This design comes from an exercise in tuning for small area on the open sky130 flow, not from production work.
In this exercise RTL edits were held to simulation tests only and were not proved equivalent to the original.
Power is estimated from default activity; no workload was simulated.

## dcsbios_decoder
module dcsbios_decoder (
    input  wire        clk,
    input  wire        rst,
    input  wire        ss_in_valid,
    input  wire [7:0]  ss_in_byte,
    input  wire [63:0] ss_in_ss,
    input  wire [63:0] ss_in_es,
    output wire        ss_ev_valid,
    output wire [3:0]  ss_ev_kind,
    output wire [63:0] ss_ev_ss,
    output wire [63:0] ss_ev_es,
    output wire [15:0] ss_ev_addr,
    output wire [15:0] ss_ev_data,
    output wire        ss_ev_esc,
    output wire        ss_dg_valid,
    output wire [1:0]  ss_dg_code,
    output wire [2:0]  ss_st_state,
    output wire        ss_st_count_neg,
    input  wire        fb_in_valid,
    input  wire [7:0]  fb_in_byte,
    input  wire [63:0] fb_in_ss,
    input  wire [63:0] fb_in_es,
    output wire        fb_gap_valid,
    output wire [63:0] fb_gap_ss,
    output wire [63:0] fb_gap_es,
    output wire [63:0] fb_gap_dur,
    output wire        fb_ev_valid,
    output wire [3:0]  fb_ev_kind,
    output wire [63:0] fb_ev_ss,
    output wire [63:0] fb_ev_es,
    output wire [7:0]  fb_ev_byte,
    output wire [7:0]  fb_fr_address,
    output wire [7:0]  fb_fr_msg_type,
    output wire [7:0]  fb_fr_data_length,
    output wire [7:0]  fb_fr_checksum,
    input  wire [7:0]  fb_pl_raddr,
    output wire [7:0]  fb_pl_rdata,
    output wire        fb_dg_valid,
    output wire [1:0]  fb_dg_code,
    output wire [2:0]  fb_st_state,
    output wire [7:0]  fb_st_pl_count
);
For scale: roughly 6300 cells after synthesis, roughly 850 I/O pins.
==> module dcsbios_fb, before the edit <==
module dcsbios_fb #(
    parameter [63:0] GAP_RESET_THRESHOLD = 64'd300,
    parameter [63:0] GAP_NOISE_CEILING   = 64'd5000
) (
    input  wire        clk,
    input  wire        rst,
    input  wire        in_valid,
    input  wire [7:0]  in_byte,
    input  wire [63:0] in_ss,
    input  wire [63:0] in_es,
    output reg         gap_valid,
    output wire [63:0] gap_ss,
    output wire [63:0] gap_es,
    output wire [63:0] gap_dur,
    output wire        ev_valid,
    output wire [3:0]  ev_kind,
    output wire [63:0] ev_ss,
    output wire [63:0] ev_es,
    output reg  [7:0]  ev_byte,
    output wire [7:0]  fr_address,
    output wire [7:0]  fr_msg_type,
    output wire [7:0]  fr_data_length,
    output wire [7:0]  fr_checksum,
    input  wire [7:0]  pl_raddr,
    output wire [7:0]  pl_rdata,
    output wire        dg_valid,
    output wire [1:0]  dg_code,
    output wire [2:0]  st_state,
    output wire [7:0]  st_pl_count
);
    localparam [2:0] F_SYNC            = 3'd0,
                     F_WAIT_ADDRESS    = 3'd1,
                     F_WAIT_MSGTYPE    = 3'd2,
                     F_WAIT_DATALENGTH = 3'd3,
                     F_WAIT_CHECKSUM   = 3'd5;
    reg [2:0]  state;
    reg [7:0]  address;
    reg [7:0]  msg_type;
    reg [7:0]  data_length;
    reg [7:0]  pl_count;
    reg [63:0] ess;          
    reg [63:0] fstart;       
    reg [63:0] last_end;     
    reg        last_valid;
    reg [12:0] gdur;
    reg [3:0]  kind;
    reg        dg;
    reg [7:0]  pl_mem [0:254];
    wire [31:0] rlo = 32'd1 << pl_raddr[4:0];
    reg  [7:0]  rgrp [0:7];
    integer rh, rl;
    always @* begin
        for (rh = 0; rh < 8; rh = rh + 1) begin
            rgrp[rh] = 8'd0;
            for (rl = 0; rl < 32; rl = rl + 1)
                if (rh * 32 + rl < 255)
                    rgrp[rh] = rgrp[rh] | (pl_mem[rh * 32 + rl] & {8{rlo[rl]}});
        end
    end
    assign pl_rdata       = rgrp[pl_raddr[7:5]];
    assign st_state       = state;
    assign st_pl_count    = pl_count;
    assign gap_ss         = fstart;
    assign gap_es         = ess;
    assign gap_dur        = {51'd0, gdur};
    assign ev_valid       = kind[3];
    assign ev_kind        = kind;
    assign ev_ss          = ess;
    assign ev_es          = last_end;
    assign fr_address     = address;
    assign fr_msg_type    = msg_type;
    assign fr_data_length = data_length;
    assign fr_checksum    = ev_byte;
    assign dg_valid       = dg;
    assign dg_code        = {dg, 1'b0};
    wire [64:0] diff   = {1'b0, in_ss} - {1'b0, last_end};
    wire        g      = last_valid & ~diff[64] & (diff[63:0] >= GAP_RESET_THRESHOLD);
    wire        report = (diff[63:0] < GAP_NOISE_CEILING);
    wire        pl_last = (pl_count + 8'd1 == data_length);
    always @(posedge clk) begin
        gdur    <= diff[12:0];
        ev_byte <= (state == F_WAIT_DATALENGTH && !g) ? data_length : in_byte;
        if (in_valid) begin
            last_end <= in_es;
            if (g) begin
                fstart  <= last_end;
                ess     <= in_ss;
                address <= in_byte;
            end else begin
                case (state)
                    F_SYNC: begin
                        address <= in_byte;
                        ess     <= in_ss;
                    end
                    F_WAIT_ADDRESS: begin
                        msg_type <= in_byte;
                        fstart   <= ess;
                        ess      <= in_ss;
                    end
                    F_WAIT_MSGTYPE: begin
                        data_length <= in_byte;
                        ess         <= in_ss;
                    end
                    F_WAIT_DATALENGTH: begin
                        if (!rst) pl_mem[pl_count] <= in_byte;
                        if (pl_count == 8'd0) ess <= in_ss;
                    end
                    F_WAIT_CHECKSUM: ess <= fstart;
                    default: ;
                endcase
            end
        end
        if (rst) begin
            state      <= F_SYNC;
            pl_count   <= 8'd0;
            last_valid <= 1'b0;
            gap_valid  <= 1'b0;
            kind       <= 4'd0;
            dg         <= 1'b0;
        end else begin
            gap_valid <= 1'b0;
            kind      <= 4'd0;
            dg        <= 1'b0;
            if (in_valid) begin
                last_valid <= 1'b1;
                if (g) begin
                    dg        <= 1'b1;
                    gap_valid <= report;
                    pl_count  <= 8'd0;
                    kind      <= 4'd9;
                    state     <= F_WAIT_ADDRESS;
                end else begin
                    case (state)
                        F_SYNC: begin
                            kind  <= 4'd9;
                            state <= F_WAIT_ADDRESS;
                        end
                        F_WAIT_ADDRESS: begin
                            kind  <= 4'd10;
                            state <= F_WAIT_MSGTYPE;
                        end
                        F_WAIT_MSGTYPE: begin
                            kind  <= 4'd11;
                            state <= (in_byte == 8'd0) ? F_WAIT_CHECKSUM : F_WAIT_DATALENGTH;
                        end
                        F_WAIT_DATALENGTH: begin
                            pl_count <= pl_count + 8'd1;
                            if (pl_last) begin
                                kind  <= 4'd12;
                                state <= F_WAIT_CHECKSUM;
                            end
                        end
                        F_WAIT_CHECKSUM: begin
                            kind <= 4'd13;
                            if (address == 8'd0) begin
                                state    <= F_SYNC;
                                pl_count <= 8'd0;
                            end
                        end
                        default: ;
                    endcase
                end
            end
        end
    end
endmodule
Settings: LEC_CHECK=0, CAP_MARGIN=20, CORE_MARGIN=2, CORE_UTILIZATION=40, CTS_BUF_LIST=sky130_fd_sc_hd__clkbuf_8, CTS_CLUSTER_DIAMETER=60, CTS_CLUSTER_SIZE=15, SETUP_SLACK_MARGIN=0.4, SLEW_MARGIN=20; clock period 10.0 ns.
standard.sh (not shown) runs the stock make flow with config.mk's settings and CLKGATE_MAP_FILE= SYNTH_SCRIPT=/design/flow/synth_recipe.tcl, a recipe that flattens the netlist after the stock synthesis.
==> flow/flow/run.sh <==
#!/bin/bash
# Own layout flow: the standard flow (standard synthesis unchanged), with
# the port buffers made of the smallest buffer cell and CTS without dummy loads.
set -euo pipefail
bash standard.sh \
  "BUFFER_PORTS_ARGS=-buffer_cell sky130_fd_sc_hd__buf_1" \
  "CTS_ARGS=-sink_clustering_enable -repair_clock_nets -dont_use_dummy_load -buf_list sky130_fd_sc_hd__clkbuf_8 -sink_clustering_size 15 -sink_clustering_max_diameter 60" \
  finish > flow_make.log 2>&1
Rerun with:
--- a/flow/design.v
+++ b/flow/design.v
@@ -181,18 +181,18 @@
     reg [3:0]  kind;
     reg        dg;
     reg [7:0]  pl_mem [0:254];
-    wire [31:0] rlo = 32'd1 << pl_raddr[4:0];
-    reg  [7:0]  rgrp [0:7];
+    wire [15:0] rlo = 16'd1 << pl_raddr[3:0];
+    reg  [7:0]  rgrp [0:15];
     integer rh, rl;
     always @* begin
-        for (rh = 0; rh < 8; rh = rh + 1) begin
+        for (rh = 0; rh < 16; rh = rh + 1) begin
             rgrp[rh] = 8'd0;
-            for (rl = 0; rl < 32; rl = rl + 1)
-                if (rh * 32 + rl < 255)
-                    rgrp[rh] = rgrp[rh] | (pl_mem[rh * 32 + rl] & {8{rlo[rl]}});
+            for (rl = 0; rl < 16; rl = rl + 1)
+                if (rh * 16 + rl < 255)
+                    rgrp[rh] = rgrp[rh] | (pl_mem[rh * 16 + rl] & {8{rlo[rl]}});
         end
     end
-    assign pl_rdata       = rgrp[pl_raddr[7:5]];
+    assign pl_rdata       = rgrp[pl_raddr[7:4]];
     assign st_state       = state;
     assign st_pl_count    = pl_count;
     assign gap_ss         = fstart;
=> Worst setup slack gets better by 0.17 ns; clock skew climbs by 0.029 ns; synthesized cell count is higher slightly; routed wire length came out lower by a few percent; total power climbs slightly.

==> static timing again, ports no longer ideal <==
The results above use ideal ports. As a check the final layouts listed here were re-extracted and re-timed, cells and wires unchanged.
Step 1, drivers: a clkbuf_16 drives clk and a buf_2 each remaining input, both assumed.
Step 2 also shifts input and output timing later by t, the mid clock arrival at the registers, as if the neighbouring blocks saw the same clock.
Slacks: ideal / step 1 / step 2; pairs: ideal / step 1.
run	t, ns	setup slack, ns	hold WS [ns]	worst setup path after step 2	worst data-port slew with drivers (ns)
the first run	1.067	1.406 / 1.314 / 1.314	0.452 / 0.452 / 0.452	input to output	0.36
the second run	1.086	1.581 / 1.470 / 0.960	0.484 / 0.484 / 0.484	input to register	0.30
After both steps setup and hold are still met in every run listed. For the second run, which loses most, drivers alone change the setup slack by -0.111 ns; drivers and shift together by -0.621 ns.
